From an optimization exercise on the open Yosys and OpenROAD flow, aimed at small area, a short achievable clock period and few clock cycles; shortcuts taken in it are not production practice. In this exercise RTL edits were held to simulation tests only and were not proved equivalent to the original. Power figures rest on the tool's default switching activity, not on a simulated workload.

===== flow/run.sh =====
#!/bin/bash
# synth_recipe.tcl (not shown) runs the flow's synth.tcl, then flattens the netlist and writes it again
# the make line also repeats each setting of config.mk as NAME=value (left out here)
make -C /OpenROAD-flow-scripts/flow DESIGN_CONFIG=/design/flow/config.mk WORK_HOME=/design/flow/orfs CLKGATE_MAP_FILE= SYNTH_SCRIPT=/design/flow/synth_recipe.tcl finish

===== flow/config.mk =====
export PLATFORM = sky130hd
export DESIGN_NAME = l1ado_core
export DESIGN_NICKNAME = l1ado_core
export VERILOG_FILES = /design/flow/design.v
export SDC_FILE = /design/flow/constraint.sdc
export NUM_CORES = 4
export LEC_CHECK = 0
export CAP_MARGIN = 20
export CORE_MARGIN = 2
export CORE_UTILIZATION = 40
export CTS_CLUSTER_DIAMETER = 60
export CTS_CLUSTER_SIZE = 40
export SETUP_SLACK_MARGIN = 3
export SLEW_MARGIN = 20
export SYNTH_HIERARCHICAL = 1

===== flow/constraint.sdc =====
create_clock -name core_clock -period 10.0 [get_ports {clk}]
set_input_delay 2.0000 -clock core_clock [delete_from_list [all_inputs] [get_ports {clk}]]
set_output_delay 2.0000 -clock core_clock [all_outputs]
set_load 0.01 [all_outputs]

===== flow/design.v =====
module l1ado_core (
    input  wire        clk,
    input  wire        rst,         
    input  wire        ld_we,
    input  wire [7:0]  ld_addr,
    input  wire [7:0]  ld_data,
    input  wire [7:0]  mem_raddr,
    output wire [7:0]  mem_rdata,
    input  wire        start,
    input  wire [7:0]  start_pc,
    input  wire        cap_en,
    input  wire [15:0] cap,
    output reg         busy,
    output reg         done,
    output reg  [1:0]  reason,      
    output wire [7:0]  pc,
    output wire [7:0]  acc,
    output wire [15:0] icount,
    output wire        in_req,
    input  wire        in_valid,
    input  wire [7:0]  in_data,
    output wire        out_valid,
    output wire [7:0]  out_data
);
    localparam [1:0] R_HALTED = 2'd1, R_CAPPED = 2'd2, R_FAULT = 2'd3;
    reg [2047:0] mem;
    function [7:0] alu;
        input [1:0] m;
        input [7:0] x, y;
        case (m)
            2'd0: alu = x + y;
            2'd1: alu = x - y;
            default: alu = ~(x & y);
        endcase
    endfunction
    function is_op;
        input [7:0] o;
        case (o)
            8'h00, 8'h10, 8'h11, 8'h12, 8'h20, 8'h21, 8'h22,
            8'h40, 8'h41, 8'h48, 8'h49, 8'h60, 8'h61, 8'h62,
            8'hC0, 8'hC1, 8'hC8, 8'hC9, 8'hE0, 8'hE1, 8'hE2: is_op = 1'b1;
            default: is_op = 1'b0;
        endcase
    endfunction
    reg [7:0]  a_r;
    reg [15:0] icnt, capm1;
    reg        cap_en_r, cap0_r;
    reg        ov_r, end_r;
    reg [7:0]  od_r;
    reg [7:0]  fa_r;
    reg        iv_r;           
    reg [7:0]  op_r, k_r;
    reg        ind2_r;         
    reg        hit_r;          
    reg        pt_v;
    reg [7:0]  pt_tag, pt_val;
    wire e_imm  = ~op_r[6] & ~op_r[4];                   
    wire e_jmp  = op_r[4];                               
    wire e_ind  = op_r[7];
    wire e_st   = op_r[3];                               
    wire e_in   = op_r[3] & op_r[0];                     
    wire e_out  = op_r[6] & ~op_r[5] & ~op_r[3] & op_r[0];   
    wire e_wa   = ~op_r[4] & ~op_r[3] & ~(op_r[6] & ~op_r[5] & op_r[0]);  
    wire e_ok   = is_op(op_r);
    wire e_cond = (op_r[1:0] == 2'd0) | (op_r[0] & a_r[7]) | (op_r[1] & (a_r == 8'd0));
    wire e_tk   = e_jmp & e_cond;
    wire e_first = e_ind & ~ind2_r & ~hit_r;             
    wire e_wait  = e_in & ~in_valid & ~e_first;
    wire e_act   = busy & iv_r & ~cap0_r & e_ok;
    wire e_fin   = e_act & ~e_first & ~e_wait;           
    reg  [1023:0] mem_e, mem_o;
    integer bi;
    always @(*)
        for (bi = 0; bi < 128; bi = bi + 1) begin
            mem_e[bi*8 +: 8] = mem[(2*bi)*8 +: 8];
            mem_o[bi*8 +: 8] = mem[(2*bi+1)*8 +: 8];
        end
    wire       f_rd = iv_r & e_tk;                  
    wire [7:0] fa_c = ~busy ? start_pc : f_rd ? k_r : fa_r;
    wire [6:0] fe_c = fa_c[7:1] + {6'd0, fa_c[0]};  
    wire [7:0] b_e, b_o;
    l1ado_rd128 u_rde (.d(mem_e), .a(fe_c),      .y(b_e));
    l1ado_rd128 u_rdo (.d(mem_o), .a(fa_c[7:1]), .y(b_o));
    wire [7:0] op_f = fa_c[0] ? b_o : b_e;
    wire [7:0] k_f  = fa_c[0] ? b_e : b_o;
    wire [7:0] ea   = hit_r ? pt_val : k_r;          
    wire [7:0] pa   = ~busy ? mem_raddr : ea;
    wire [7:0] mc;
    l1ado_rd256 u_rdc (.d(mem), .a(pa), .y(mc));
    wire [7:0] src   = e_imm ? k_r : mc;
    wire [7:0] a_new = op_r[5] ? alu(op_r[1:0], a_r, src) : src;
    wire [7:0] npc   = e_tk ? k_r : fa_r;
    wire       cap_last = cap_en_r & (icnt == capm1);
    wire       stop_h = e_fin & (npc == 8'd0);
    wire       stop_c = e_fin & ~stop_h & cap_last;
    wire       stop_f = busy & iv_r & ~cap0_r & ~e_ok;
    wire       stop   = stop_h | stop_c | stop_f | (busy & cap0_r);
    wire [7:0] w_addr = ~busy ? ld_addr : ea;
    wire [7:0] w_data = ~busy ? ld_data : (e_in ? in_data : a_r);
    wire       w_ex   = e_act & e_st & ~e_first & ~e_wait;
    wire       w_en   = (~busy & ld_we) | w_ex;
    wire       f_hit  = w_ex & ((ea == fa_r) | (ea == fa_r + 8'd1));
    wire       adv    = busy & ~end_r & ~stop & ~f_hit & (~iv_r | e_fin);
    integer wi;
    always @(posedge clk) begin
        for (wi = 0; wi < 256; wi = wi + 1)
            if (w_en && w_addr == wi) mem[wi*8 +: 8] <= w_data;
    end
    always @(posedge clk) begin
        ov_r <= 1'b0;
        if (rst) begin
            busy  <= 1'b0;
            done  <= 1'b0;
            end_r <= 1'b0;
        end else if (!busy) begin
            if (start) begin
                busy     <= 1'b1;
                done     <= 1'b0;
                end_r    <= 1'b0;
                iv_r     <= 1'b1;
                op_r     <= op_f;
                k_r      <= k_f;
                hit_r    <= 1'b0;
                pt_v     <= 1'b0;
                fa_r     <= fa_c + 8'd2;
                ind2_r   <= 1'b0;
                a_r      <= 8'd0;
                icnt     <= 16'd0;
                capm1    <= cap - 16'd1;
                cap_en_r <= cap_en;
                cap0_r   <= cap_en & (cap == 16'd0);
            end
        end else if (end_r) begin
            busy <= 1'b0;
            done <= 1'b1;
        end else begin
            if (e_act) begin
                if (e_wa & ~e_first) a_r <= a_new;
                if (e_out & ~e_first) begin
                    ov_r <= 1'b1;
                    od_r <= mc;
                end
                if (e_first) begin
                    ind2_r <= 1'b1;
                    k_r    <= mc;
                    pt_v   <= 1'b1;
                    pt_tag <= k_r;
                    pt_val <= mc;
                end
            end
            if (e_fin) begin
                icnt   <= icnt + 16'd1;
                ind2_r <= 1'b0;
                iv_r   <= 1'b0;
            end
            if (w_ex && w_addr == pt_tag) pt_val <= w_data;
            if (adv) begin
                iv_r   <= 1'b1;
                op_r   <= op_f;
                k_r    <= k_f;
                hit_r  <= pt_v & (k_f == pt_tag) & op_f[7];
                fa_r   <= fa_c + 8'd2;
            end
            if (stop) begin
                if (stop_h) reason <= R_HALTED;
                else if (stop_f) reason <= R_FAULT;
                else reason <= R_CAPPED;
                if (stop_f) fa_r <= fa_r - 8'd1;
                else if (cap0_r) fa_r <= fa_r - 8'd2;
                else fa_r <= npc;
                if (e_out & ~e_first & e_fin) begin
                    end_r <= 1'b1;
                end else begin
                    busy <= 1'b0;
                    done <= 1'b1;
                end
            end
        end
    end
    assign mem_rdata = mc;
    assign pc        = fa_r;
    assign acc       = a_r;
    assign icount    = icnt;
    assign in_req    = ~end_r & e_act & e_in & ~e_first;
    assign out_valid = ov_r;
    assign out_data  = od_r;
endmodule
module l1ado_rd128 (
    input  wire [1023:0] d,
    input  wire [6:0]    a,
    output wire [7:0]    y
);
    wire [511:0] l1;
    wire [127:0] l2;
    wire [31:0]  l3;
    genvar i;
    generate
        for (i = 0; i < 64; i = i + 1) begin : g1
            assign l1[i*8 +: 8] = a[0] ? d[(2*i+1)*8 +: 8] : d[(2*i)*8 +: 8];
        end
        for (i = 0; i < 16; i = i + 1) begin : g2
            assign l2[i*8 +: 8] = l1[(4*i + a[2:1])*8 +: 8];
        end
        for (i = 0; i < 4; i = i + 1) begin : g3
            assign l3[i*8 +: 8] = l2[(4*i + a[4:3])*8 +: 8];
        end
    endgenerate
    assign y = l3[a[6:5]*8 +: 8];
endmodule
module l1ado_rd256 (
    input  wire [2047:0] d,
    input  wire [7:0]    a,
    output wire [7:0]    y
);
    wire [511:0] l1;
    wire [127:0] l2;
    wire [31:0]  l3;
    genvar i;
    generate
        for (i = 0; i < 64; i = i + 1) begin : g1
            assign l1[i*8 +: 8] = d[(4*i + a[1:0])*8 +: 8];
        end
        for (i = 0; i < 16; i = i + 1) begin : g2
            assign l2[i*8 +: 8] = l1[(4*i + a[3:2])*8 +: 8];
        end
        for (i = 0; i < 4; i = i + 1) begin : g3
            assign l3[i*8 +: 8] = l2[(4*i + a[5:4])*8 +: 8];
        end
    endgenerate
    assign y = l3[a[7:6]*8 +: 8];
endmodule

==> impl_metrics.csv, run 1 <==
group,metric,value,unit
outcome,status,"finished clean",
floorplan,die-area,0.262,mm^2
clock_network,clk_latency,0.87,ns
power_and_ir_drop,p_comb_share,29.6,%
floorplan,num_rows,186,
clock_network,cts_tree,"done",
power_and_ir_drop,p_int,0.0165,W
clock_network,root_buffer,"clkbuf_16",
clock_network,hold_buffers,0,
floorplan,initial_utilization,40.2,%
routing,drc,0,
synth,netlist_area,0.103,mm^2
synth,synthTopCellsByArea,"edfxtp_1 (63%), mux4_2 (24%), mux2i_1 (2.1%)",
power_and_ir_drop,p_sw_share,33.1,%
sta,tns,0,ns
placed_design,gp_congestion,0.968,
worst_setup_path,crit_type,"input pin to output port",
grt,antenna_found_initial,26,
clock_network,clock-sinks,2148,
synth,synth_nets,5466,
power_and_ir_drop,totalPowerFinal,0.0246,W
routing,viasPerCell,6.87,
synth,ys_types,98,
routing,wire_per_inst,41.3,um
clock_network,clock_tree.buffer_depth,3,
grt,grt_usage,28.5,%
worst_setup_path,crit_required,8.00,ns
synth,synth_seq_area_share,62.6,%
floorplan,die_width,511,um
power_and_ir_drop,p_leak,36.8,nW
sta,slew_headroom,21.2,%
synth,synth-edff-count,2144,
clock_network,path_clk_slew,0.08,ns
sta,final-hold-violation-count,0,
cells_and_area,syn_to_final_growth,14.7,%
grt,overflow,0,
clock_network,cts_made_buffers,151,
synth,ys_warn_count,7,
routing,drtIter0Drc,10877,
cells_and_area,utilization,46.1,%
sta,setup_viol,0,
floorplan,fp.coreArea,0.256,mm^2
job,drv_cap,0,
routing,postRouteAntennaNets,0,
sta,rsz0062_at_grt,"true",
power_and_ir_drop,power.density,208,mW/mm^2
synth,synthArstFlopShare,0,%
sta,worstMarginPinSlew,1.18,ns
sta,fmax,140,MHz
cells_and_area,instances_no_fill,9176,
synth,yosysTopAreaCell,"edfxtp_1",
grt,grt_pass1_wl,516000,um
clock_network,htree_levels,4,
floorplan,die_y,511,um
hold_path,hold_class,"register to register",
sta,skew,0.0473,ns
cells_and_area,final_cell_mix,"edfxtp_1 (2144), mux4_2 (1091), nor2_1 (336)",
synth,synthDominantCellAreaShare,62.5,%
routing,wirelength,379000,um
synth,synthFlopType,"edfxtp_1",
worst_setup_path,start_kind,"input pin",
synth,ys_ff_latch,2148,
synth,netlist_instances,5384,
placed_design,place.port_buffers,115,
cells_and_area,final_common_cell,"edfxtp_1",
power_and_ir_drop,seq_power_share,42.1,%
routing,vias,63061,
cells_and_area,nets,5735,
grt,grt_max_degree,226,
sta,slew_viol_final,0,
sta,min_period_over_period,71.5,%
power_and_ir_drop,ir_drop,0.000167,V
worst_setup_path,endpoint_kind,"output port",
grt,grt_pass1_vias,60330,
placed_design,dp_hpwl,242000,um
placed_design,dp.cells,8687,
sta,fin_crit,7.15,ns
power_and_ir_drop,power.switching,0.00813,W
routing,drt-pass1-iter-count,7,
power_and_ir_drop,clock_power_share,28.3,%
worst_setup_path,cp_max_fo,15,
synth,avgSynthCellArea,19.1,um^2
floorplan,io_pins,116,
cells_and_area,layout-drive-gt1-share,36.5,%
worst_setup_path,arrival,5.15,ns
[what timing repair did]
action / CTS / global route
cloned: 30 / 4
pin swaps: 44 / 27
gates resized for setup: 312 / 53
setup buffers: 131 / 29
endpoints found under the setup margin: 32 / 11
[registers in the layout (all words and copies together) (netlist names), 2 cells and up]
name    count
a_r         8
capm1      16
fa_r        8
icnt       16
k_r         8
mem      2048
od_r        8
op_r        8
pt_tag      8
pt_val      8
reason      2
[Yosys stat by module (local to each module, per instance)]
module / times used / cells / flops+latches / cell area (um^2)
l1ado_core: 1 / 3127 / 2148 / 70200
l1ado_rd128: 2 / 420 / 0 / 8010
l1ado_rd256: 1 / 1417 / 0 / 16700
[cell type report]
class / count / area, um^2
inverter: 29 / 121
multi-input combinational: 2797 / 37600
clock inverter: 123 / 1550
fill: 21341 / 138000
tap: 3384 / 4230
clock buffer: 160 / 3940
antenna: 9 / 22.5
sequential: 2148 / 64500
timing repair buffer: 526 / 6280
[logic make-up (layout without fill, tap and decap cells)]
group	Yosys count	count (layout)	share of synthesized area [%]
compound gates	555	561	3.82
xor+xnor	111	111	0.957
fa+ha+maj	20	20	0.250
buf+inv	449	838	2.44
flops	2148	2148	62.6
mux	1371	1371	26.7
other cells	0	9	0
simple gates	730	734	3.23
[worst paths after layout]
| kind | from | end | slack [ns] | cells after the start |
|---|---|---|---|---|
| worst min register to register | pt_v | hit_r | 0.56 | 1 |
| worst max-delay path | mem_raddr[1] | mem_rdata[6] | 2.85 | 14 |
| worst max register to register | a_r[1] | hit_r | 3.20 | 17 |
| worst min-delay path | pt_v | hit_r | 0.56 | 1 |
[per-stage QoR]
| step | setup WS [ns] | hold slack, ns | cell area, um^2 |
|---|---|---|---|
| finish | 2.85 | 0.565 | 118000 |
| global route | 2.91 | 0.617 | 118000 |
| CTS | 2.93 | 0.562 | 118000 |
| detailed placement | 0.732 | 0.544 | 109000 |
| global placement | -0.298 | 0.542 | 109000 |
| floorplan | -0.555 | 0.509 | 103000 |
[critical path, stage by stage]
cell,delay (ns)
buf_4,0.17
o21a_4,0.27
buf_12,0.15
buf_8,0.17
buf_16,0.20
buf_8,0.22
mux4_2,0.38
a22oi_2,0.23
nand2_1,0.08
a22o_1,0.24
nor3_4,0.50
nor3_4,0.17
buf_6,0.18
buf_6,0.12
[synth_stat cells, types with 18 or more instances]
cell type	count
clkbuf_1	173
ha_1	19
xnor2_1	51
inv_1	25
a21oi_1	110
nand3_1	38
nand2_1	152
mux4_2	1091
nor4_1	31
buf_6	34
buf_2	114
buf_1	50
a221oi_1	23
a22oi_1	143
mux2i_1	216
o221ai_1	40
o21ai_0	49
nor2_1	347
o22ai_1	34
xor2_1	59
nor3_1	40
nor2b_1	20
mux2_2	31
edfxtp_1	2144
a211oi_1	18
buf_4	26
[per-layer routing]
layer | vias to the layer above | track usage, % | routed length [um]
met4 | 14 | 11.9 | 19300
li1 | 23601 | - | -
met1 | 33569 | 38.7 | 139000
met5 | - | 0 | 82
met2 | 5063 | 41.8 | 167000
met3 | 814 | 9.77 | 53900
[power groups by stage]
stage | sequential [W] | combinational, W | clock [W]
global placement | 0.0106 | 0.00635 | 0
finish | 0.0104 | 0.00728 | 0.00697
floorplan | 0.0106 | 0.00381 | 0
CTS | 0.0104 | 0.00696 | 0.00702
detailed placement | 0.0106 | 0.00638 | 0
global route | 0.0104 | 0.00737 | 0.00732
Testbench counts, summed over its fixed seeds: cycles 29,382.
==> run 2, diff against run 1 <==
--- a/flow/config.mk
+++ b/flow/config.mk
@@ -10,6 +10,6 @@
 export CORE_UTILIZATION = 40
 export CTS_CLUSTER_DIAMETER = 60
 export CTS_CLUSTER_SIZE = 40
-export SETUP_SLACK_MARGIN = 3
+export SETUP_SLACK_MARGIN = 2.5
 export SLEW_MARGIN = 20
 export SYNTH_HIERARCHICAL = 1
==> run 2 against run 1 <==
Cell area is 1.4% lower. Global-route usage is 0.36 points lower. Area after synthesis stayed put. Via count is 1.0% lower. Combinational power is 4.0% lower. Critical endpoint unchanged. Largest power group unchanged.
==> impl_metrics.csv, run 2 <==
group,metric,value,unit
synth,synthFlopType,"edfxtp_1",
power_and_ir_drop,power.density,209,mW/mm^2
grt,top_usage_layer,"met2",
worst_setup_path,crit_required,8.00,ns
grt,grt_pass1_wl,510000,um
placed_design,place.port_buffers,115,
synth,ys_types,98,
sta,worstMarginPinSlew,1.25,ns
power_and_ir_drop,p_leak,36.1,nW
routing,drt-pass1-iter-count,5,
hold_path,hold_class,"register to register",
grt,grt_usage,28.1,%
synth,ys_warn_count,7,
synth,yosysTopAreaCell,"edfxtp_1",
synth,synth_compound_area_share,3.82,%
power_and_ir_drop,ir_drop,0.000163,V
clock_network,clock_tree.buffer_depth,3,
placed_design,gp_congestion,0.968,
grt,grt_max_degree,226,
sta,fmax,129,MHz
synth,synth_seq_area_share,62.6,%
sta,holdWs,0.574,ns
power_and_ir_drop,clock_power_share,28.7,%
sta,min_period_over_period,77.3,%
routing,wire_per_inst,41.1,um
grt,overflow,0,
clock_network,cts_made_buffers,151,
cells_and_area,reg_top3,"mem: 2048 flops, capm1: 16 flops, icnt: 16 flops",
worst_setup_path,critPathBufInv,6,
worst_setup_path,slowest_delay,0.56,ns
grt,grt_use_met1,38.4,%
synth,synth_common_cells,"edfxtp_1 (2144), mux4_2 (1091), nor2_1 (347)",
synth,synthSimpleGateAreaFrac,3.23,%
floorplan,fp.coreArea,0.256,mm^2
worst_setup_path,path_delay_family,"buffers and inverters",
power_and_ir_drop,seq_power_share,42.6,%
outcome,status,"finished clean",
synth,synth_most_common_cell,"edfxtp_1",
sta,final-hold-violation-count,0,
worst_setup_path,endpoint_kind,"output port",
cells_and_area,largest_reg_flops,2048,
worst_setup_path,path_cells,"buf_2 > o21a_4 > buf_8 > buf_16 > mux2i_1 > a221o_1 > o221a_2 > nor4_4 > buf_6 > o32ai_2 > nor3_4 > buf_4 > clkdlybuf4s50_1",
synth,synth_nets,5466,
grt,met3_usage,9.44,%
synth,yosys.area_share.xor_xnor,0.957,%
synth,netlist_instances,5384,
power_and_ir_drop,p_sw_share,32.9,%
cells_and_area,nets,5654,
power_and_ir_drop,p_int,0.0163,W
power_and_ir_drop,power.switching,0.00801,W
sta,slew_headroom,16.5,%
placed_design,dp_slack,0.732,ns
power_and_ir_drop,p_comb_share,28.7,%
clock_network,htree_levels,4,
job,drv_cap,0,
floorplan,initial_utilization,40.2,%
routing,drtIter0Drc,10841,
worst_setup_path,crit_slowest_cell,"clkdlybuf4s50_1",
sta,rsz0062_at_grt,"true",
floorplan,num_rows,186,
synth,synthTopCellsByArea,"edfxtp_1 (63%), mux4_2 (24%), mux2i_1 (2.1%)",
synth,netlist_area,0.103,mm^2
sta,fin_crit,7.73,ns
cells_and_area,regMostFlops,"mem",
placed_design,dp_hpwl,242000,um
cells_and_area,final_cell_mix,"edfxtp_1 (2144), mux4_2 (1091), nor2_1 (336)",
clock_network,clock-sinks,2148,
routing,drc,0,
floorplan,die_width,511,um
sta,setup_viol,0,
clock_network,root_buffer,"clkbuf_16",
synth,synth_adder_area_share,0.250,%
synth,synthDominantCellAreaShare,62.5,%
routing,viasPerCell,6.86,
worst_setup_path,cp_max_fo,13,
synth,synthArstFlopShare,0,%
routing,vias,62404,
worst_setup_path,arrival,5.73,ns
synth,avgSynthCellArea,19.1,um^2
grt,grt_pass1_vias,59905,
grt,antenna_found_initial,28,
routing,postRouteAntennaNets,0,
synth,synth_top_family_by_area,"multiplexers",
routing,wirelength,374000,um
sta,skew,0.0421,ns
cells_and_area,syn_to_final_growth,13.1,%
worst_setup_path,start_kind,"input pin",
clock_network,cts_tree,"done",
synth,ys_ff_latch,2148,
worst_setup_path,crit_type,"input pin to output port",
floorplan,io_pins,116,
floorplan,die-area,0.262,mm^2
sta,layout_setup_ws,2.27,ns
floorplan,die_y,511,um
clock_network,hold_buffers,0,
clock_network,clk_latency,0.86,ns
cells_and_area,layout-drive-gt1-share,34.3,%
synth,synth-edff-count,2144,
clock_network,path_clk_slew,0.08,ns
grt,use_met2,41.2,%
cells_and_area,final_common_cell,"edfxtp_1",
synth,muxShareOfSynthArea,26.7,%
sta,slew_viol_final,0,
run 2: cell families after synthesis:
| family | after synthesis |
|---|---|
| flip-flops | 2148 |
| multiplexers | 1371 |
| AND/OR/NAND/NOR | 730 |
| AO/OA/AOI/OAI | 555 |
| buffers and inverters | 449 |
| XOR/XNOR | 111 |
| adder cells (fa/ha/maj) | 20 |
run 2: path summary, 6_finish.rpt:
| kind | from | endpoint | slack, ns | cells past startpoint |
|---|---|---|---|---|
| max | mem_raddr[1] | mem_rdata[6] | 2.27 | 13 |
| max reg2reg | k_r[0] | a_r[7] | 2.92 | 25 |
| min | pt_v | hit_r | 0.57 | 1 |
| min reg2reg | pt_v | hit_r | 0.57 | 1 |
run 2: layer usage:
metal	up-vias	wire, um	share of wire (%)
li1	23437	-	-
met1	33120	136000	36
met2	5023	164000	44
met3	806	54300	15
met4	18	19200	5.1
met5	-	172	0.046
run 2: modules after synthesis, one instance, submodules excluded:
module	cells	flops+latches	times used
l1ado_core	3127	2148	1
l1ado_rd128	420	0	2
l1ado_rd256	1417	0	1
run 2: power groups by stage:
| stage | registers [W] | logic, W | clock network (W) |
|---|---|---|---|
| floorplan | 0.0106 | 0.00381 | 0 |
| global placement | 0.0106 | 0.00635 | 0 |
| detailed placement | 0.0106 | 0.00638 | 0 |
| CTS | 0.0103 | 0.00674 | 0.00702 |
| global route | 0.0104 | 0.00708 | 0.00731 |
| finish | 0.0104 | 0.00699 | 0.00697 |
run 2: metrics by stage:
stage	TNS, ns	utilization, %	instance area, um^2	instances	power, W
CTS	0	45.3	116000	9067	0.0241
finish	0	45.4	117000	9096	0.0243
floorplan	-284.09	-	103000	5384	0.0144
global placement	-0.411	42.3	109000	8681	0.0169
detailed placement	0	42.4	109000	8687	0.0169
global route	0	45.4	116000	9087	0.0248
run 2: area by class of cell:
cell class	count	area (um^2)
fill	21511	140000
sequential	2148	64500
multi-input combinational	2796	37100
timing repair buffer	446	5020
tap	3384	4230
clock buffer	160	3940
clock inverter	123	1550
inverter	29	120
antenna	10	25.0
run 2: worst reg2reg max path: cells and delay by family (launching register included):
family                   cells  cell delay (ns)
AO/OA/AOI/OAI               10             2.33
XOR/XNOR                     1             0.14
adder cells (fa/ha/maj)      2             0.60
buffers and inverters        4             0.77
flip-flops                   1             0.58
multiplexers                 3             1.17
AND/OR/NAND/NOR              5             1.32
run 2: timing repair:
| item | CTS | global route |
|---|---|---|
| gates resized for setup | 163 | 26 |
| setup endpoints to repair | 14 | 8 |
| gates cloned | 19 | 2 |
| setup buffers | 78 | 15 |
| endpoints found under the hold margin | 0 | 0 |
| pin swaps | 19 | 3 |
==> run 3, diff against run 2 <==
==> flow/flow/run.sh (new file) <==
#!/bin/bash
# The standard layout, with clock tree synthesis told not to add dummy
# loads to balance the tree. Everything else is the standard flow.
set -euo pipefail
export CTS_ARGS="-sink_clustering_enable -repair_clock_nets -sink_clustering_size 40 -sink_clustering_max_diameter 60 -dont_use_dummy_load"
bash standard.sh > standard.log 2>&1
==> flow/standard.sh (new file) <==
#!/bin/bash
# synth_recipe.tcl (not shown) runs the flow's synth.tcl, then flattens the netlist and writes it again
# the make line also repeats each setting of config.mk as NAME=value (left out here)
make -C /OpenROAD-flow-scripts/flow DESIGN_CONFIG=/design/flow/config.mk WORK_HOME=/design/flow/orfs CLKGATE_MAP_FILE= SYNTH_SCRIPT=/design/flow/synth_recipe.tcl "${@:-finish}"
--- a/flow/config.mk
+++ b/flow/config.mk
@@ -10,6 +10,6 @@
 export CORE_UTILIZATION = 40
 export CTS_CLUSTER_DIAMETER = 60
 export CTS_CLUSTER_SIZE = 40
-export SETUP_SLACK_MARGIN = 2.5
+export SETUP_SLACK_MARGIN = 3
 export SLEW_MARGIN = 20
 export SYNTH_HIERARCHICAL = 1
removed: flow/run.sh
==> run 3 against run 2 <==
Still clean on timing, DRC and antenna. Maximum frequency is 9.2% higher. Non-clock buffer count is 103 higher. Sequential share of layout area is 0.14 points lower. Count of clock-buffer cells in the layout is 9 lower. Hold slack worse by 0.012 ns. Critical path type unchanged.
==> impl_metrics.csv, run 3 <==
group,metric,value,unit
sta,setup_viol,0,
grt,grt_pass1_wl,515000,um
placed_design,place.port_buffers,115,
floorplan,fp.coreArea,0.256,mm^2
clock_network,cts_tree,"done",
floorplan,num_rows,186,
synth,yosysTopAreaCell,"edfxtp_1",
placed_design,placed_cell_area,0.109,mm^2
worst_setup_path,arrival,5.07,ns
routing,drt-met1-wl,139000,um
cells_and_area,final_common_cell,"edfxtp_1",
sta,fmax,141,MHz
floorplan,die_y,511,um
sta,worstMarginPinSlew,1.23,ns
synth,synthDominantCellAreaShare,62.5,%
synth,netlist_instances,5384,
routing,viasPerCell,6.94,
routing,drc,0,
floorplan,io_pins,116,
cells_and_area,nets,5758,
routing,dr_wl_met2,168000,um
floorplan,die_width,511,um
floorplan,initial_utilization,40.2,%
cells_and_area,n_fill_cell,21495,
sta,rsz0062_at_grt,"true",
sta,min_period_over_period,70.7,%
power_and_ir_drop,ir_drop,0.000163,V
cells_and_area,layout-drive-gt1-share,35.4,%
worst_setup_path,start_kind,"input pin",
cells_and_area,final_cell_mix,"edfxtp_1 (2144), mux4_2 (1091), nor2_1 (336)",
synth,ys_ff_latch,2148,
placed_design,dp_hpwl,242000,um
outcome,status,"finished clean",
worst_setup_path,critPathBufInv,7,
grt,antenna_found_initial,30,
worst_setup_path,path_cells,"buf_12 > o21a_4 > buf_12 > buf_16 > buf_12 > buf_16 > mux4_2 > a22oi_2 > nand2_1 > a22o_1 > nor3_4 > nor3_4 > buf_6 > buf_6",
floorplan,die-area,0.262,mm^2
routing,drt-pass1-iter-count,8,
synth,synth_nets,5466,
cells_and_area,regMostFlops,"mem",
worst_setup_path,slowest_delay,0.56,ns
routing,postRouteAntennaNets,0,
power_and_ir_drop,totalPowerFinal,0.0234,W
clock_network,htree_levels,4,
hold_path,hold_class,"register to register",
worst_setup_path,path_delay_family,"buffers and inverters",
worst_setup_path,crit_type,"input pin to output port",
worst_setup_path,crit_slowest_cell,"mux4_2",
clock_network,root_buffer,"clkbuf_16",
worst_setup_path,path_common_cell,"buf_12",
power_and_ir_drop,p_leak,36.2,nW
synth,synth_common_cells,"edfxtp_1 (2144), mux4_2 (1091), nor2_1 (347)",
synth,synthArstFlopShare,0,%
cells_and_area,syn_to_final_growth,13.4,%
sta,final-hold-violation-count,0,
grt,grt_usage,28.5,%
routing,wire_per_inst,42.0,um
sta,skew,0.0825,ns
clock_network,clock_tree.buffer_depth,3,
worst_setup_path,crit_required,8.00,ns
sta,slew_headroom,17.4,%
routing,drtIter0Drc,10700,
clock_network,path_clk_slew,0.06,ns
synth,ys_types,98,
synth,synthFlopType,"edfxtp_1",
cells_and_area,post-route-cell-area,0.117,mm^2
grt,grt_pass1_vias,60143,
synth,netlist_area,0.103,mm^2
sta,fin_crit,7.07,ns
routing,met3_length,55600,um
worst_setup_path,cp_max_fo,7,
synth,synth-edff-count,2144,
routing,wirelength,381000,um
sta,slew_viol_final,0,
worst_setup_path,endpoint_kind,"output port",
placed_design,gp_congestion,0.968,
cells_and_area,largest_reg_flops,2048,
synth,ys_warn_count,7,
synth,synth_most_common_cell,"edfxtp_1",
synth,synth_seq_area_share,62.6,%
power_and_ir_drop,power.density,200,mW/mm^2
synth,synthTopCellsByArea,"edfxtp_1 (63%), mux4_2 (24%), mux2i_1 (2.1%)",
grt,grt_max_degree,226,
routing,top_layer,"met5",
cells_and_area,reg_top3,"mem: 2048 flops, capm1: 16 flops, icnt: 16 flops",
clock_network,clock-sinks,2148,
grt,overflow,0,
synth,avgSynthCellArea,19.1,um^2
clock_network,clk_latency,0.84,ns
clock_network,cts_made_buffers,151,
routing,vias,62999,
job,drv_cap,0,
## run 3: cell counts after synthesis
Identical to the previous run, type by type.
## run 3: cell families after synthesis
kind of cell | count (synthesis) | synth area share [%]
AOI/OAI and AO/OA | 555 | 3.82
DFF | 2148 | 62.6
adders and majority gates | 20 | 0.250
and+or+nand+nor | 730 | 3.23
muxes | 1371 | 26.7
buffers and inverters | 449 | 2.44
xor gates and xnor gates | 111 | 0.957
## run 3: per-stage QoR
stage / util (%) / setup TNS (ns) / setup WS, ns / hold WS (ns) / cells
final: 45.5 / 0 / 2.93 / 0.561 / 9072
after global routing: 45.5 / 0 / 2.92 / 0.612 / 9059
after CTS: 45.3 / 0 / 2.99 / 0.557 / 9016
after detailed placement: 42.4 / 0 / 0.732 / 0.544 / 8687
after global placement: 42.3 / -0.411 / -0.298 / 0.542 / 8681
after floorplan: - / -284.09 / -0.555 / 0.509 / 5384
## run 3: worst register-to-register path, cell delays in order, from the launching register on
cell,delay (ns)
edfxtp_1,0.51
or4_1,0.61
nor4_4,0.44
o21ai_2,0.21
mux2i_1,0.34
nor2_1,0.12
a21oi_4,0.18
inv_1,0.10
ha_4,0.19
ha_4,0.18
xor2_4,0.19
buf_12,0.15
buf_4,0.19
buf_12,0.29
mux4_2,0.56
mux4_2,0.60
mux4_2,0.57
mux2_2,0.39
xor2_1,0.19
nor4_1,0.32
nand4_1,0.12
o21ai_0,0.21
and3_1,0.18
## run 3: layout make-up
class / instances / area, um^2 / share of cell area, %
Timing Repair Buffer: 549 / 6570 / 5.62
Antenna cell: 14 / 35.0 / 0.0300
Inverter: 29 / 124 / 0.106
Clock buffer: 151 / 3780 / 3.24
Multi-Input combinational cell: 2797 / 37600 / 32.2
Sequential cell: 2148 / 64500 / 55.2
Tap cell: 3384 / 4230 / 3.63
## run 3: worst paths after layout
path / from / endpoint / slack, ns / cells past startpoint
worst max-delay path: mem_raddr[0] / mem_rdata[6] / 2.93 / 14
worst min-delay path: pt_v / hit_r / 0.56 / 1
worst min register to register: pt_v / hit_r / 0.56 / 1
worst max register to register: a_r[1] / hit_r / 3.05 / 22
## run 3: power by group
group	switching, W	internal (W)	total (W)	leakage, nW
registers	0.0000964	0.0103	0.0104	19.3
clock network	0.00299	0.00267	0.00565	1.86
logic	0.00439	0.00295	0.00734	15.1
## run 3: repair_timing
item                       CTS  global route
setup endpoints to repair   32            11
setup buffers              146            35
hold buffers                 0             0
gates cloned                32             5
gates resized for setup    343            47
pin swaps                   42            27
## run 3: per-module statistics from Yosys (local to each module, per instance)
module / copies in the design / cell area, um^2
l1ado_rd256: 1 / 16700
l1ado_rd128: 2 / 8010
l1ado_core: 1 / 70200
## run 3: layer usage
layer	up-vias	GRT usage (%)
li1	23485	-
met1	33523	38.9
met2	5223	41.9
met3	756	9.55
met4	12	11.6
met5	-	0
==> run 4, diff against run 3 <==
--- a/flow/design.v
+++ b/flow/design.v
@@ -45,8 +45,6 @@
     reg [7:0]  a_r;
     reg [15:0] icnt, capm1;
     reg        cap_en_r, cap0_r;
-    reg        ov_r, end_r;
-    reg [7:0]  od_r;
     reg [7:0]  fa_r;
     reg        iv_r;           
     reg [7:0]  op_r, k_r;
@@ -100,23 +98,20 @@
     wire       w_ex   = e_act & e_st & ~e_first & ~e_wait;
     wire       w_en   = (~busy & ld_we) | w_ex;
     wire       f_hit  = w_ex & ((ea == fa_r) | (ea == fa_r + 8'd1));
-    wire       adv    = busy & ~end_r & ~stop & ~f_hit & (~iv_r | e_fin);
+    wire       adv    = busy & ~stop & ~f_hit & (~iv_r | e_fin);
     integer wi;
     always @(posedge clk) begin
         for (wi = 0; wi < 256; wi = wi + 1)
             if (w_en && w_addr == wi) mem[wi*8 +: 8] <= w_data;
     end
     always @(posedge clk) begin
-        ov_r <= 1'b0;
         if (rst) begin
             busy  <= 1'b0;
             done  <= 1'b0;
-            end_r <= 1'b0;
         end else if (!busy) begin
             if (start) begin
                 busy     <= 1'b1;
                 done     <= 1'b0;
-                end_r    <= 1'b0;
                 iv_r     <= 1'b1;
                 op_r     <= op_f;
                 k_r      <= k_f;
@@ -130,16 +125,9 @@
                 cap_en_r <= cap_en;
                 cap0_r   <= cap_en & (cap == 16'd0);
             end
-        end else if (end_r) begin
-            busy <= 1'b0;
-            done <= 1'b1;
         end else begin
             if (e_act) begin
                 if (e_wa & ~e_first) a_r <= a_new;
-                if (e_out & ~e_first) begin
-                    ov_r <= 1'b1;
-                    od_r <= mc;
-                end
                 if (e_first) begin
                     ind2_r <= 1'b1;
                     k_r    <= mc;
@@ -168,12 +156,8 @@
                 if (stop_f) fa_r <= fa_r - 8'd1;
                 else if (cap0_r) fa_r <= fa_r - 8'd2;
                 else fa_r <= npc;
-                if (e_out & ~e_first & e_fin) begin
-                    end_r <= 1'b1;
-                end else begin
-                    busy <= 1'b0;
-                    done <= 1'b1;
-                end
+                busy <= 1'b0;
+                done <= 1'b1;
             end
         end
     end
@@ -181,9 +165,9 @@
     assign pc        = fa_r;
     assign acc       = a_r;
     assign icount    = icnt;
-    assign in_req    = ~end_r & e_act & e_in & ~e_first;
-    assign out_valid = ov_r;
-    assign out_data  = od_r;
+    assign in_req    = e_act & e_in & ~e_first;
+    assign out_valid = e_act & e_out & ~e_first;
+    assign out_data  = mc;
 endmodule
 module l1ado_rd128 (
     input  wire [1023:0] d,
==> flow/run.sh (new file) <==
#!/bin/bash
# synth_recipe.tcl (not shown) runs the flow's synth.tcl, then flattens the netlist and writes it again
# the make line also repeats each setting of config.mk as NAME=value (left out here)
make -C /OpenROAD-flow-scripts/flow DESIGN_CONFIG=/design/flow/config.mk WORK_HOME=/design/flow/orfs CLKGATE_MAP_FILE= SYNTH_SCRIPT=/design/flow/synth_recipe.tcl finish
removed: flow/flow/run.sh
removed: flow/standard.sh
==> run 4 against run 3 <==
Still clean. Die area shrank 0.48%. Area after synthesis shrank 0.48%. Clock skew shrank 0.044 ns. Highest routed layer unchanged.
==> impl_metrics.csv, run 4 <==
group,metric,value,unit
worst_setup_path,rr_endpoint,"hit_r",
job,drv_cap,0,
clock_network,clk_latency,0.89,ns
clock_network,cts_tree,"done",
sta,slew_headroom,10.1,%
cells_and_area,syn_to_final_growth,15.0,%
worst_setup_path,rrSetupSlack,3.12,ns
grt,antenna_found_initial,20,
sta,slew_viol_final,0,
grt,overflow,0,
cells_and_area,utilization,46.3,%
routing,vias,62558,
placed_design,place.port_buffers,115,
synth,synthArstFlopShare,0,%
clock_network,path_clk_slew,0.08,ns
grt,grt_max_degree,195,
synth,synth-edff-count,2136,
synth,synthFlopType,"edfxtp_1",
synth,synthDominantCellAreaShare,62.6,%
sta,layout_setup_ws,2.90,ns
placed_design,gp_congestion,0.991,
outcome,status,"finished clean",
worst_setup_path,start_kind,"input pin",
worst_setup_path,crit_required,8.00,ns
worst_setup_path,ff2ff_path_depth,15,
routing,drt-pass1-iter-count,6,
sta,skew,0.0382,ns
grt,grt_usage,28.9,%
hold_path,hold_class,"register to register",
sta,fmax,141,MHz
worst_setup_path,slowest_delay,0.56,ns
clock_network,clock-sinks,2138,
floorplan,initial_utilization,40.3,%
grt,grt_pass1_wl,515000,um
grt,grt_pass1_vias,59936,
routing,wire_per_inst,41.6,um
floorplan,num_rows,185,
routing,dr_wl_met2,168000,um
placed_design,dp_slack,0.990,ns
clock_network,root_buffer,"clkbuf_16",
clock_network,clock_tree.buffer_depth,3,
worst_setup_path,cp_max_fo,5,
floorplan,io_pins,116,
routing,drc,0,
sta,rsz0062_at_grt,"true",
worst_setup_path,regToRegStartpoint,"a_r[5]",
routing,drtIter0Drc,10539,
synth,netlist_area,0.102,mm^2
worst_setup_path,path_cells,"buf_12 > o21a_4 > buf_12 > buf_12 > buf_12 > buf_16 > buf_12 > mux4_2 > o21a_1 > a21oi_4 > o22ai_2 > a211oi_4 > nor4_4 > buf_12 > clkbuf_2",
synth,yosysTopAreaCell,"edfxtp_1",
placed_design,dp_hpwl,241000,um
synth,ys_warn_count,7,
sta,fin_crit,7.10,ns
routing,drt-met1-wl,139000,um
worst_setup_path,crit_end,"out_data[6]",
cells_and_area,largest_reg_flops,2048,
sta,min_period_over_period,71.0,%
routing,met3_length,52400,um
sta,worstMarginPinSlew,1.35,ns
cells_and_area,final_cell_mix,"edfxtp_1 (2136), mux4_2 (1091), nor2_1 (324)",
routing,postRouteAntennaNets,0,
sta,final-hold-violation-count,0,
worst_setup_path,crit_type,"input pin to output port",
power_and_ir_drop,p_leak,36.6,nW
synth,synth_nets,5420,
worst_setup_path,crit_slowest_cell,"a211oi_4",
worst_setup_path,critPathBufInv,8,
worst_setup_path,cp.depth,15,
synth,avgSynthCellArea,19.2,um^2
power_and_ir_drop,totalPowerFinal,0.0240,W
worst_setup_path,worstSetupStartpoint,"mem_raddr[0]",
floorplan,fp.coreArea,0.254,mm^2
synth,synth_common_cells,"edfxtp_1 (2136), mux4_2 (1091), nor2_1 (344)",
cells_and_area,layout-drive-gt1-share,37.9,%
floorplan,die_y,510,um
routing,top_layer,"met5",
sta,setup_viol,0,
cells_and_area,nets,5691,
synth,ys_types,91,
cells_and_area,final_common_cell,"edfxtp_1",
synth,synth_seq_area_share,62.6,%
power_and_ir_drop,power.density,203,mW/mm^2
synth,netlist_instances,5338,
clock_network,cts_made_buffers,150,
clock_network,htree_levels,4,
worst_setup_path,arrival,5.10,ns
synth,synthTopCellsByArea,"edfxtp_1 (63%), mux4_2 (24%), mux2i_1 (2.2%)",
worst_setup_path,path_delay_family,"compound AO/OA/AOI/OAI gates",
power_and_ir_drop,ir_drop,0.000168,V
synth,ys_ff_latch,2138,
routing,wirelength,379000,um
routing,viasPerCell,6.87,
floorplan,die-area,0.260,mm^2
cells_and_area,regMostFlops,"mem",
synth,synth_most_common_cell,"edfxtp_1",
sta,tns,0,ns
worst_setup_path,endpoint_kind,"output port",
floorplan,die_width,510,um
worst_setup_path,path_common_cell,"buf_12",
cells_and_area,reg_top3,"mem: 2048 flops, capm1: 16 flops, icnt: 16 flops",
==> run 4: changes by cell type after synthesis, moves of 8 or more <==
cell	change
edfxtp_1	-8
mux2_2	+26
mux2_1	-15
clkbuf_1	-19
buf_4	+8
mux2_4	-16
buf_2	+14
nand2_1	-16
xor2_1	-8
==> run 4: modules after synthesis (local to each module, per instance) <==
module / area, um^2 / copies in the design / cells / flip-flops and latches
l1ado_core: 69700 / 1 / 3081 / 2138
l1ado_rd128: 8010 / 2 / 420 / 0
l1ado_rd256: 16700 / 1 / 1417 / 0
==> run 4: cell type report <==
| cell class | count | area [um^2] |
|---|---|---|
| antenna | 14 | 35.0 |
| clock buffer | 162 | 3840 |
| clock inverter | 113 | 1390 |
| fill | 21106 | 136000 |
| inverter | 23 | 88.8 |
| multi-input combinational | 2763 | 37800 |
| sequential | 2138 | 64200 |
| tap | 3366 | 4210 |
| timing repair buffer | 533 | 6330 |
==> run 4: worst reg2reg max path, stage by stage, from the launching register on <==
cell      delay, ns
edfxtp_1       0.47
nor4_1         0.62
nand4_1        0.36
nand3_1        0.18
a31o_2         0.52
inv_1          0.21
ha_4           0.66
buf_16         0.44
mux4_2         0.88
mux4_2         0.55
mux4_2         0.61
mux2_2         0.36
mux2i_1        0.34
xor2_1         0.19
nand4_1        0.11
nor4_1         0.21
==> run 4: worst min-delay path by stage <==
| stage | from | endpoint | slack (ns) | cells after the start |
|---|---|---|---|---|
| 4_1_cts | done | done | 0.48 | 2 |
| 6_report | done | done | 0.47 | 2 |
| 3_5_place_dp | done | done | 0.46 | 2 |
| 3_3_place_gp | done | done | 0.46 | 2 |
| 5_1_grt | done | done | 0.52 | 2 |
| 2_1_floorplan | done | done | 0.48 | 2 |
==> run 4: logic make-up after synthesis <==
| group | Yosys count | share of synthesized area, % |
|---|---|---|
| compound gates | 548 | 3.81 |
| xor+xnor | 102 | 0.872 |
| fa+ha+maj | 20 | 0.251 |
| buf+inv | 446 | 2.46 |
| flops | 2138 | 62.6 |
| mux | 1369 | 26.8 |
| simple gates | 715 | 3.23 |
==> run 4: what timing repair did <==
action,CTS,global route
hold buffers,0,0
setup buffers,147,31
setup endpoints to repair,24,18
pin swaps,66,36
gates resized for setup,422,66
gates cloned,37,0
hold endpoints to repair,0,0
==> run 4: routing by layer <==
metal	vias to the layer above	GRT usage (%)
met5	-	0
met4	16	12.3
li1	23427	-
met2	4919	42.9
met1	33380	39.6
met3	816	8.92
==> run 4: per-stage QoR <==
stage | hold WS [ns] | instances | area (um^2)
3_5_place_dp | 0.463 | 8606 | 108000
2_1_floorplan | 0.482 | 5338 | 103000
5_1_grt | 0.519 | 9100 | 118000
4_1_cts | 0.477 | 9065 | 117000
6_report | 0.474 | 9112 | 118000
3_3_place_gp | 0.463 | 8602 | 108000
==> run 4: where the power goes <==
part / switching, W / internal, W
Clock: 0.00359 / 0.00315
Combinational: 0.00418 / 0.00281
Sequential: 0.0000898 / 0.0102
Total: 0.00786 / 0.0161
Testbench counts of run 4, summed over its fixed seeds: cycles 29,377.
==> run 5, diff against run 4 <==
==> flow/flow/run.sh (new file) <==
#!/bin/bash
# The standard layout, with clock tree synthesis told not to add dummy
# loads to balance the tree. Everything else is the standard flow.
set -euo pipefail
export CTS_ARGS="-sink_clustering_enable -repair_clock_nets -sink_clustering_size 40 -sink_clustering_max_diameter 60 -dont_use_dummy_load"
bash standard.sh > standard.log 2>&1
==> flow/standard.sh (new file) <==
#!/bin/bash
# synth_recipe.tcl (not shown) runs the flow's synth.tcl, then flattens the netlist and writes it again
# the make line also repeats each setting of config.mk as NAME=value (left out here)
make -C /OpenROAD-flow-scripts/flow DESIGN_CONFIG=/design/flow/config.mk WORK_HOME=/design/flow/orfs CLKGATE_MAP_FILE= SYNTH_SCRIPT=/design/flow/synth_recipe.tcl "${@:-finish}"
--- a/flow/config.mk
+++ b/flow/config.mk
@@ -13,3 +13,4 @@
 export SETUP_SLACK_MARGIN = 3
 export SLEW_MARGIN = 20
 export SYNTH_HIERARCHICAL = 1
+export TNS_END_PERCENT = 5
removed: flow/run.sh
==> run 5 against run 4 <==
Critical endpoint is now mem_rdata[2]. Via count fell by 0.66%. Critical path depth decreased by 3. Cell area shrank 2.0%. Hold slack better by 0.020 ns. Synthesized cell count did not move. Cell count down 2.4%. Combinational power hardly changed. Clock power is 16% lower. Still clean on timing, DRC and antenna. Register-to-register slack hardly changed.
==> impl_metrics.csv, run 5 <==
group,metric,value,unit
outcome,status,"finished clean",
sta,min_period_over_period,71.9,%
clock_network,cts_made_buffers,150,
clock_network,clock_tree.buffer_depth,3,
placed_design,dp_hpwl,240000,um
placed_design,place.port_buffers,115,
hold_path,hold-path-cell-count,2,
floorplan,io_pins,116,
sta,fin_crit,7.19,ns
synth,avgSynthCellArea,19.2,um^2
synth,ys_ff_latch,2138,
floorplan,die_width,510,um
sta,slew_viol_final,0,
grt,met3_usage,8.68,%
clock_network,cts_tree,"done",
worst_setup_path,ff2ff_path_depth,14,
sta,setup_viol,0,
routing,drc,0,
sta,fmax,139,MHz
cells_and_area,syn_to_final_growth,12.7,%
routing,viasPerCell,6.99,
cells_and_area,layout-drive-gt1-share,35.1,%
worst_setup_path,rrSetupSlack,3.11,ns
worst_setup_path,regToRegStartpoint,"op_r[1]",
grt,antenna_found_initial,27,
cells_and_area,nets,5601,
cells_and_area,largest_reg_flops,2048,
synth,ys_types,91,
synth,synth_nets,5420,
grt,use_met2,43.0,%
worst_setup_path,endpoint_kind,"output port",
cells_and_area,final_cell_mix,"edfxtp_1 (2136), mux4_2 (1091), nor2_1 (337)",
placed_design,dp.cells,8577,
grt,grt_pass1_vias,59621,
synth,synth_most_common_cell,"edfxtp_1",
routing,wire_per_inst,42.7,um
floorplan,die_y,510,um
grt,overflow,0,
power_and_ir_drop,p_leak,35.5,nW
cells_and_area,n_fill_cell,21148,
routing,postRouteAntennaNets,0,
synth,synth-edff-count,2136,
clock_network,clk_latency,0.86,ns
synth,synthDominantCellAreaShare,62.6,%
worst_setup_path,crit_type,"input pin to output port",
cells_and_area,regMostFlops,"mem",
synth,synth_seq_area_share,62.6,%
cells_and_area,reg_top3,"mem: 2048 flops, capm1: 16 flops, icnt: 16 flops",
hold_path,min_from,"done",
clock_network,path_clk_slew,0.05,ns
synth,synthArstFlopShare,0,%
clock_network,clock-sinks,2138,
worst_setup_path,cp_max_fo,13,
floorplan,die-area,0.260,mm^2
clock_network,root_buffer,"clkbuf_16",
clock_network,htree_levels,4,
worst_setup_path,rr_endpoint,"hit_r",
floorplan,num_rows,185,
synth,yosysTopAreaCell,"edfxtp_1",
sta,slew_headroom,16.9,%
worst_setup_path,arrival,5.19,ns
hold_path,worstHoldEndpoint,"done",
power_and_ir_drop,ir_drop,0.000184,V
routing,drt-pass1-iter-count,7,
sta,final-hold-violation-count,0,
worst_setup_path,start_kind,"input pin",
routing,vias,62142,
sta,worstMarginPinSlew,1.25,ns
cells_and_area,final_common_cell,"edfxtp_1",
grt,top_usage_layer,"met2",
synth,netlist_area,0.102,mm^2
synth,ys_warn_count,7,
floorplan,initial_utilization,40.3,%
grt,grt_use_met1,39.3,%
sta,tns,0,ns
synth,synth_common_cells,"edfxtp_1 (2136), mux4_2 (1091), nor2_1 (344)",
synth,synthTopCellsByArea,"edfxtp_1 (63%), mux4_2 (24%), mux2i_1 (2.2%)",
hold_path,hold_class,"register to register",
sta,skew,0.0733,ns
cells_and_area,instances_no_fill,8893,
sta,rsz0062_at_grt,"true",
placed_design,gp_congestion,0.986,
power_and_ir_drop,power.density,198,mW/mm^2
grt,grt_usage,28.9,%
floorplan,fp.coreArea,0.254,mm^2
synth,synthFlopType,"edfxtp_1",
synth,netlist_instances,5338,
routing,drtIter0Drc,10743,
grt,grt_max_degree,209,
routing,wirelength,380000,um
worst_setup_path,crit_required,8.00,ns
grt,grt_pass1_wl,515000,um
job,drv_cap,0,
## run 5: cell counts after synthesis
Identical to the previous run, type by type.
## run 5: what timing repair did
item | in CTS | in global routing
pin swaps | 57 | 23
buffers inserted | 105 | 15
endpoints found under the setup margin | 24 | 26
cloned | 34 | 1
hold buffers | 0 | 0
resized for setup | 378 | 61
## run 5: report_power, final
part | internal, W | total [W] | switching (W)
combinational | 0.00275 | 0.00696 | 0.00421
clock | 0.00265 | 0.00563 | 0.00298
sequential | 0.0102 | 0.0103 | 0.0000943
## run 5: final cells by class
| cell class | instances | area, um^2 | share of cell area (%) |
|---|---|---|---|
| diodes | 10 | 25.0 | 0.0217 |
| clock buffers | 150 | 3750 | 3.25 |
| inverters | 23 | 105 | 0.0910 |
| multi-input cells | 2759 | 37600 | 32.6 |
| flip-flops and latches | 2138 | 64200 | 55.6 |
| well taps | 3366 | 4210 | 3.65 |
| repair buffers | 446 | 5620 | 4.86 |
| repair inverters | 1 | 11.3 | 0.00975 |
## run 5: worst max-delay path by stage
stage            startpoint           end  depth (start not counted)
2_1_floorplan    in_data[0]        mem[0]                          2
3_3_place_gp   mem_raddr[0]  mem_rdata[7]                         10
3_5_place_dp   mem_raddr[0]   out_data[7]                         10
4_1_cts        mem_raddr[2]   out_data[4]                         13
5_1_grt             op_r[1]         hit_r                         15
6_report       mem_raddr[2]  mem_rdata[2]                         12
## run 5: per-layer routing
layer  part of all wire, %  up-vias
li1                      -    23124
met1                    37    33208
met2                    44     4887
met3                    14      901
met4                   5.5       22
met5                 0.043        -
## run 5: critical path, stage by stage
cell	delay, ns
clkdlybuf4s50_1	0.48
o21a_4	0.23
buf_12	0.14
buf_8	0.11
buf_4	0.14
and2_2	0.52
a22oi_1	0.33
a21oi_1	0.34
nor3_4	0.13
nor3_4	0.35
buf_6	0.18
clkdlybuf4s15_2	0.22
## run 5: kinds of logic after synthesis
family	after synthesis	synth area share, %
mux	1369	26.8
flops	2138	62.6
simple gates	715	3.23
fa+ha+maj	20	0.251
compound gates	548	3.81
xor+xnor	102	0.872
buf+inv	446	2.46
## run 5: Yosys stat by module, one instance, submodules excluded
| module | flip-flops and latches | times used | cells |
|---|---|---|---|
| l1ado_rd128 | 0 | 2 | 420 |
| l1ado_core | 2138 | 1 | 3081 |
| l1ado_rd256 | 0 | 1 | 1417 |
## run 5: stage by stage
stage | cell area, um^2 | hold slack, ns | utilization, % | power [W] | setup WS [ns]
5_1_grt | 116000 | 0.518 | 45.4 | 0.0232 | 2.83
6_report | 116000 | 0.493 | 45.4 | 0.0229 | 2.81
4_1_cts | 115000 | 0.484 | 45.2 | 0.0226 | 2.94
2_1_floorplan | 103000 | 0.482 | - | 0.0142 | -0.543
3_3_place_gp | 108000 | 0.470 | 42.3 | 0.0165 | 0.778
3_5_place_dp | 108000 | 0.475 | 42.3 | 0.0166 | 0.704
==> run 6, diff against run 5 <==
--- a/flow/design.v
+++ b/flow/design.v
@@ -10,9 +10,9 @@
     input  wire [7:0]  start_pc,
     input  wire        cap_en,
     input  wire [15:0] cap,
-    output reg         busy,
-    output reg         done,
-    output reg  [1:0]  reason,      
+    output wire        busy,
+    output wire        done,
+    output wire [1:0]  reason,      
     output wire [7:0]  pc,
     output wire [7:0]  acc,
     output wire [15:0] icount,
@@ -42,6 +42,8 @@
             default: is_op = 1'b0;
         endcase
     endfunction
+    reg        busy_r, done_r;
+    reg [1:0]  reason_r;
     reg [7:0]  a_r;
     reg [15:0] icnt, capm1;
     reg        cap_en_r, cap0_r;
@@ -64,8 +66,10 @@
     wire e_tk   = e_jmp & e_cond;
     wire e_first = e_ind & ~ind2_r & ~hit_r;             
     wire e_wait  = e_in & ~in_valid & ~e_first;
-    wire e_act   = busy & iv_r & ~cap0_r & e_ok;
+    wire e_act   = busy_r & iv_r & ~cap0_r & e_ok;
     wire e_fin   = e_act & ~e_first & ~e_wait;           
+    wire early   = e_act & e_tk & (k_r == 8'd0);
+    wire run     = busy_r & ~early;                      
     reg  [1023:0] mem_e, mem_o;
     integer bi;
     always @(*)
@@ -74,7 +78,7 @@
             mem_o[bi*8 +: 8] = mem[(2*bi+1)*8 +: 8];
         end
     wire       f_rd = iv_r & e_tk;                  
-    wire [7:0] fa_c = ~busy ? start_pc : f_rd ? k_r : fa_r;
+    wire [7:0] fa_c = ~run ? start_pc : f_rd ? k_r : fa_r;
     wire [6:0] fe_c = fa_c[7:1] + {6'd0, fa_c[0]};  
     wire [7:0] b_e, b_o;
     l1ado_rd128 u_rde (.d(mem_e), .a(fe_c),      .y(b_e));
@@ -82,7 +86,7 @@
     wire [7:0] op_f = fa_c[0] ? b_o : b_e;
     wire [7:0] k_f  = fa_c[0] ? b_e : b_o;
     wire [7:0] ea   = hit_r ? pt_val : k_r;          
-    wire [7:0] pa   = ~busy ? mem_raddr : ea;
+    wire [7:0] pa   = ~run ? mem_raddr : ea;
     wire [7:0] mc;
     l1ado_rd256 u_rdc (.d(mem), .a(pa), .y(mc));
     wire [7:0] src   = e_imm ? k_r : mc;
@@ -91,14 +95,14 @@
     wire       cap_last = cap_en_r & (icnt == capm1);
     wire       stop_h = e_fin & (npc == 8'd0);
     wire       stop_c = e_fin & ~stop_h & cap_last;
-    wire       stop_f = busy & iv_r & ~cap0_r & ~e_ok;
-    wire       stop   = stop_h | stop_c | stop_f | (busy & cap0_r);
-    wire [7:0] w_addr = ~busy ? ld_addr : ea;
-    wire [7:0] w_data = ~busy ? ld_data : (e_in ? in_data : a_r);
+    wire       stop_f = busy_r & iv_r & ~cap0_r & ~e_ok;
+    wire       stop   = stop_h | stop_c | stop_f | (busy_r & cap0_r);
+    wire [7:0] w_addr = ~run ? ld_addr : ea;
+    wire [7:0] w_data = ~run ? ld_data : (e_in ? in_data : a_r);
     wire       w_ex   = e_act & e_st & ~e_first & ~e_wait;
-    wire       w_en   = (~busy & ld_we) | w_ex;
+    wire       w_en   = (~run & ld_we) | w_ex;
     wire       f_hit  = w_ex & ((ea == fa_r) | (ea == fa_r + 8'd1));
-    wire       adv    = busy & ~stop & ~f_hit & (~iv_r | e_fin);
+    wire       adv    = busy_r & ~stop & ~f_hit & (~iv_r | e_fin);
     integer wi;
     always @(posedge clk) begin
         for (wi = 0; wi < 256; wi = wi + 1)
@@ -106,12 +110,12 @@
     end
     always @(posedge clk) begin
         if (rst) begin
-            busy  <= 1'b0;
-            done  <= 1'b0;
-        end else if (!busy) begin
+            busy_r  <= 1'b0;
+            done_r  <= 1'b0;
+        end else if (!busy_r || (early && start)) begin
             if (start) begin
-                busy     <= 1'b1;
-                done     <= 1'b0;
+                busy_r     <= 1'b1;
+                done_r     <= 1'b0;
                 iv_r     <= 1'b1;
                 op_r     <= op_f;
                 k_r      <= k_f;
@@ -150,21 +154,24 @@
                 fa_r   <= fa_c + 8'd2;
             end
             if (stop) begin
-                if (stop_h) reason <= R_HALTED;
-                else if (stop_f) reason <= R_FAULT;
-                else reason <= R_CAPPED;
+                if (stop_h) reason_r <= R_HALTED;
+                else if (stop_f) reason_r <= R_FAULT;
+                else reason_r <= R_CAPPED;
                 if (stop_f) fa_r <= fa_r - 8'd1;
                 else if (cap0_r) fa_r <= fa_r - 8'd2;
                 else fa_r <= npc;
-                busy <= 1'b0;
-                done <= 1'b1;
+                busy_r <= 1'b0;
+                done_r <= 1'b1;
             end
         end
     end
     assign mem_rdata = mc;
-    assign pc        = fa_r;
+    assign busy      = run;
+    assign done      = done_r | early;
+    assign reason    = early ? R_HALTED : reason_r;
+    assign pc        = early ? 8'd0 : fa_r;
     assign acc       = a_r;
-    assign icount    = icnt;
+    assign icount    = early ? icnt + 16'd1 : icnt;
     assign in_req    = e_act & e_in & ~e_first;
     assign out_valid = e_act & e_out & ~e_first;
     assign out_data  = mc;
--- a/flow/config.mk
+++ b/flow/config.mk
@@ -13,4 +13,3 @@
 export SETUP_SLACK_MARGIN = 3
 export SLEW_MARGIN = 20
 export SYNTH_HIERARCHICAL = 1
-export TNS_END_PERCENT = 5
==> run 6 against run 5 <==
Sequential power about the same. Cell count rose by 3.1%. Global-route usage is 0.45 points lower. Area after synthesis increased by 0.64%. Utilization grew 0.29 points. Maximum frequency shrank 8.5%. Total power down 7.3%. Synthesized cell count rose by 2.8%. Via count up 2.2%. Cell area increased by 1.5%.
==> impl_metrics.csv, run 6 <==
group,metric,value,unit
hold_path,hold_class,"register to register",
worst_setup_path,arrival,5.86,ns
outcome,status,"finished clean",
routing,viasPerCell,6.93,
synth,synth_nets,5567,
clock_network,clock_tree.buffer_depth,3,
synth,synth_common_cells,"edfxtp_1 (2136), mux4_2 (1091), nor2_1 (359)",
grt,grt_usage,28.5,%
cells_and_area,syn_to_final_growth,13.7,%
synth,synthFlopType,"edfxtp_1",
routing,wire_per_inst,41.4,um
clock_network,cts_tree,"done",
cells_and_area,reg_top3,"mem: 2048 flops, capm1: 16 flops, icnt: 16 flops",
grt,grt_pass1_wl,516000,um
floorplan,fp.coreArea,0.257,mm^2
sta,slew_viol_final,0,
synth,ys_warn_count,7,
clock_network,htree_levels,4,
floorplan,num_rows,186,
worst_setup_path,crit_slowest_cell,"nand4_1",
synth,ys_ff_latch,2138,
synth,synthArstFlopShare,0,%
sta,fmax,127,MHz
sta,slew_headroom,11.9,%
placed_design,gp_congestion,0.953,
synth,synth_most_common_cell,"edfxtp_1",
cells_and_area,instances_no_fill,9169,
placed_design,dp_hpwl,243000,um
placed_design,place.port_buffers,115,
worst_setup_path,endpoint_kind,"output port",
cells_and_area,layout-drive-gt1-share,36.1,%
grt,overflow,0,
sta,fin_crit,7.86,ns
sta,setup_viol,0,
cells_and_area,nets,5853,
placed_design,dp.cells,8789,
routing,postRouteAntennaNets,0,
power_and_ir_drop,p_leak,36.3,nW
routing,wirelength,380000,um
worst_setup_path,start_kind,"register",
sta,worstMarginPinSlew,1.32,ns
sta,tns,0,ns
sta,final-hold-violation-count,0,
synth,ys_types,89,
grt,antenna_found_initial,35,
floorplan,io_pins,116,
clock_network,hold_buffers,0,
worst_setup_path,path_common_cell,"buf_6",
worst_setup_path,crit_type,"register to output port",
clock_network,clk_latency,0.87,ns
clock_network,path_clk_slew,0.06,ns
worst_setup_path,path_cells,"or4_4 > o21ai_4 > nand4_1 > a21o_4 > nand2_8 > buf_12 > o21ai_2 > clkbuf_4 > nor2_1 > nand4_1 > o32ai_4 > nor3_4 > buf_6 > buf_6 > buf_6",
cells_and_area,largest_reg_flops,2048,
synth,synthDominantCellAreaShare,62.2,%
floorplan,die_y,512,um
synth,synthTopCellsByArea,"edfxtp_1 (62%), mux4_2 (24%), mux2i_1 (2.1%)",
floorplan,die-area,0.262,mm^2
worst_setup_path,crit_required,8.00,ns
synth,synth_seq_area_share,62.2,%
worst_setup_path,cp_max_fo,37,
sta,min_period_over_period,78.6,%
cells_and_area,final_common_cell,"edfxtp_1",
synth,synth-edff-count,2136,
cells_and_area,final_cell_mix,"edfxtp_1 (2136), mux4_2 (1091), nor2_1 (342)",
sta,rsz0062_at_grt,"true",
sta,skew,0.0805,ns
synth,yosysTopAreaCell,"edfxtp_1",
job,drv_cap,0,
power_and_ir_drop,power.density,181,mW/mm^2
cells_and_area,regMostFlops,"mem",
floorplan,die_width,512,um
routing,drtIter0Drc,11214,
synth,avgSynthCellArea,18.8,um^2
grt,grt_max_degree,225,
routing,drc,0,
clock_network,cts_made_buffers,144,
floorplan,initial_utilization,40.2,%
grt,grt_pass1_vias,61039,
clock_network,root_buffer,"clkbuf_16",
clock_network,clock-sinks,2138,
routing,drt-pass1-iter-count,6,
routing,vias,63499,
synth,netlist_area,0.103,mm^2
worst_setup_path,slowest_delay,0.81,ns
power_and_ir_drop,ir_drop,0.000164,V
cells_and_area,utilization,45.7,%
synth,netlist_instances,5485,
[run 6: changes by cell type after synthesis, sizes merged, moves of 12 or more]
cell,change
nand2,+35
inv,+13
buf,-12
xnor2,+27
nor2,+12
o21ai,+36
and3,+15
clkbuf,+18
xor2,-23
[run 6: cell families after synthesis]
kind of cell               after synthesis  synth area share (%)
DFF                                   2138                  62.2
and+or+nand+nor                        804                  3.60
xor gates and xnor gates               106                 0.900
buffers and inverters                  465                  2.51
AOI/OAI and AO/OA                      594                  4.03
muxes                                 1358                  26.5
adders and majority gates               20                 0.250
[run 6: repair_timing]
action | CTS | global route
resized for setup | 450 | 73
setup buffers | 160 | 27
endpoints found under the setup margin | 41 | 22
gates cloned | 27 | 5
pin swaps | 86 | 43
[run 6: power breakdown]
group	total [W]	leakage (nW)	switching (W)	internal, W
combinational	0.00557	15.2	0.00331	0.00226
sequential	0.0101	19.3	0.0000451	0.0101
clock	0.00552	1.77	0.00297	0.00255
[run 6: per-stage QoR]
step,hold slack [ns],worst slack [ns],cell area (um^2),power (W)
3_3_place_gp,0.442,0.359,109000,0.0151
5_1_grt,0.500,2.23,117000,0.0215
3_5_place_dp,0.454,0.541,109000,0.0151
4_1_cts,0.460,2.41,117000,0.0210
6_report,0.454,2.14,117000,0.0212
2_1_floorplan,0.425,2.59,103000,0.0132
[run 6: per-layer routing]
layer | vias up | global-route usage, % | part of all wire, %
met5 | - | 0.201 | 0.099
met4 | 38 | 13.4 | 5.7
met3 | 956 | 8.41 | 13
met2 | 5157 | 42.0 | 44
met1 | 33514 | 38.8 | 37
li1 | 23834 | - | -
[run 6: area by class of cell]
cell class / count / area (um^2)
antenna: 16 / 40.0
clock buffer: 144 / 3600
fill: 21487 / 139000
inverter: 36 / 153
multi-input combinational: 2883 / 38300
sequential: 2138 / 64200
tap: 3384 / 4230
timing repair buffer: 568 / 6790
[run 6: worst paths after layout]
path	startpoint	end	depth (start not counted)	slack [ns]
max	a_r[4]	mem_rdata[2]	15	2.14
min reg2reg	done_r	done_r	2	0.45
max reg2reg	a_r[4]	a_r[7]	24	2.43
min	done_r	done_r	2	0.45
[run 6: critical path, delay by kind of cell, from the launching register on]
| kind | cells | cell delay [ns] |
|---|---|---|
| buffers and inverters | 5 | 1.01 |
| AO/OA/AOI/OAI | 4 | 1.09 |
| AND/OR/NAND/NOR | 6 | 2.50 |
| flip-flops | 1 | 0.40 |
[run 6: Yosys stat by module, one instance, submodules excluded]
module       cell area, um^2  copies in the design  flip-flops and latches  cells inside
l1ado_rd128             8010                     2                       0           420
l1ado_rd256            16700                     1                       0          1417
l1ado_core             70400                     1                    2138          3228
Testbench counts of run 6, summed over its fixed seeds: cycles 29,221.

what the ideal ports hide:
Ports are ideal in the flow. The routed layouts listed here were re-timed in OpenROAD. Step 1, drivers: a clkbuf_16 drives clk and a buf_2 each remaining input, both assumed. Step 2 also shifts input and output timing later by t, the mid clock arrival at the registers, as if the neighbouring blocks saw the same clock. Slacks: ideal / step 1 / step 2; pairs: ideal / step 1.
run | t (ns) | setup slack, ns | worst hold slack (ns) | worst data-port slew with drivers (ns) | cell pins on the clock port's net
run 1 | 0.941 | 2.850 / 2.823 / 2.290 | 0.565 / 0.565 / 0.565 | 0.07 | 1
run 2 | 0.940 | 2.274 / 2.250 / 1.850 | 0.574 / 0.574 / 0.574 | 0.04 | 1
run 3 | 0.907 | 2.928 / 2.859 / 2.304 | 0.561 / 0.561 / 0.561 | 0.07 | 1
run 4 | 0.958 | 2.898 / 2.844 / 2.186 | 0.474 / 0.474 / 0.474 | 0.06 | 1
run 5 | 0.931 | 2.807 / 2.778 / 2.346 | 0.493 / 0.493 / 0.493 | 0.04 | 1
run 6 | 0.920 | 2.141 / 2.049 / 1.763 | 0.454 / 0.454 / 0.454 | 0.04 | 1
After both steps every run listed still meets setup and hold. The setup slack of run 4, which loses most, moves by -0.054 ns with the drivers and by -0.712 ns with both steps.
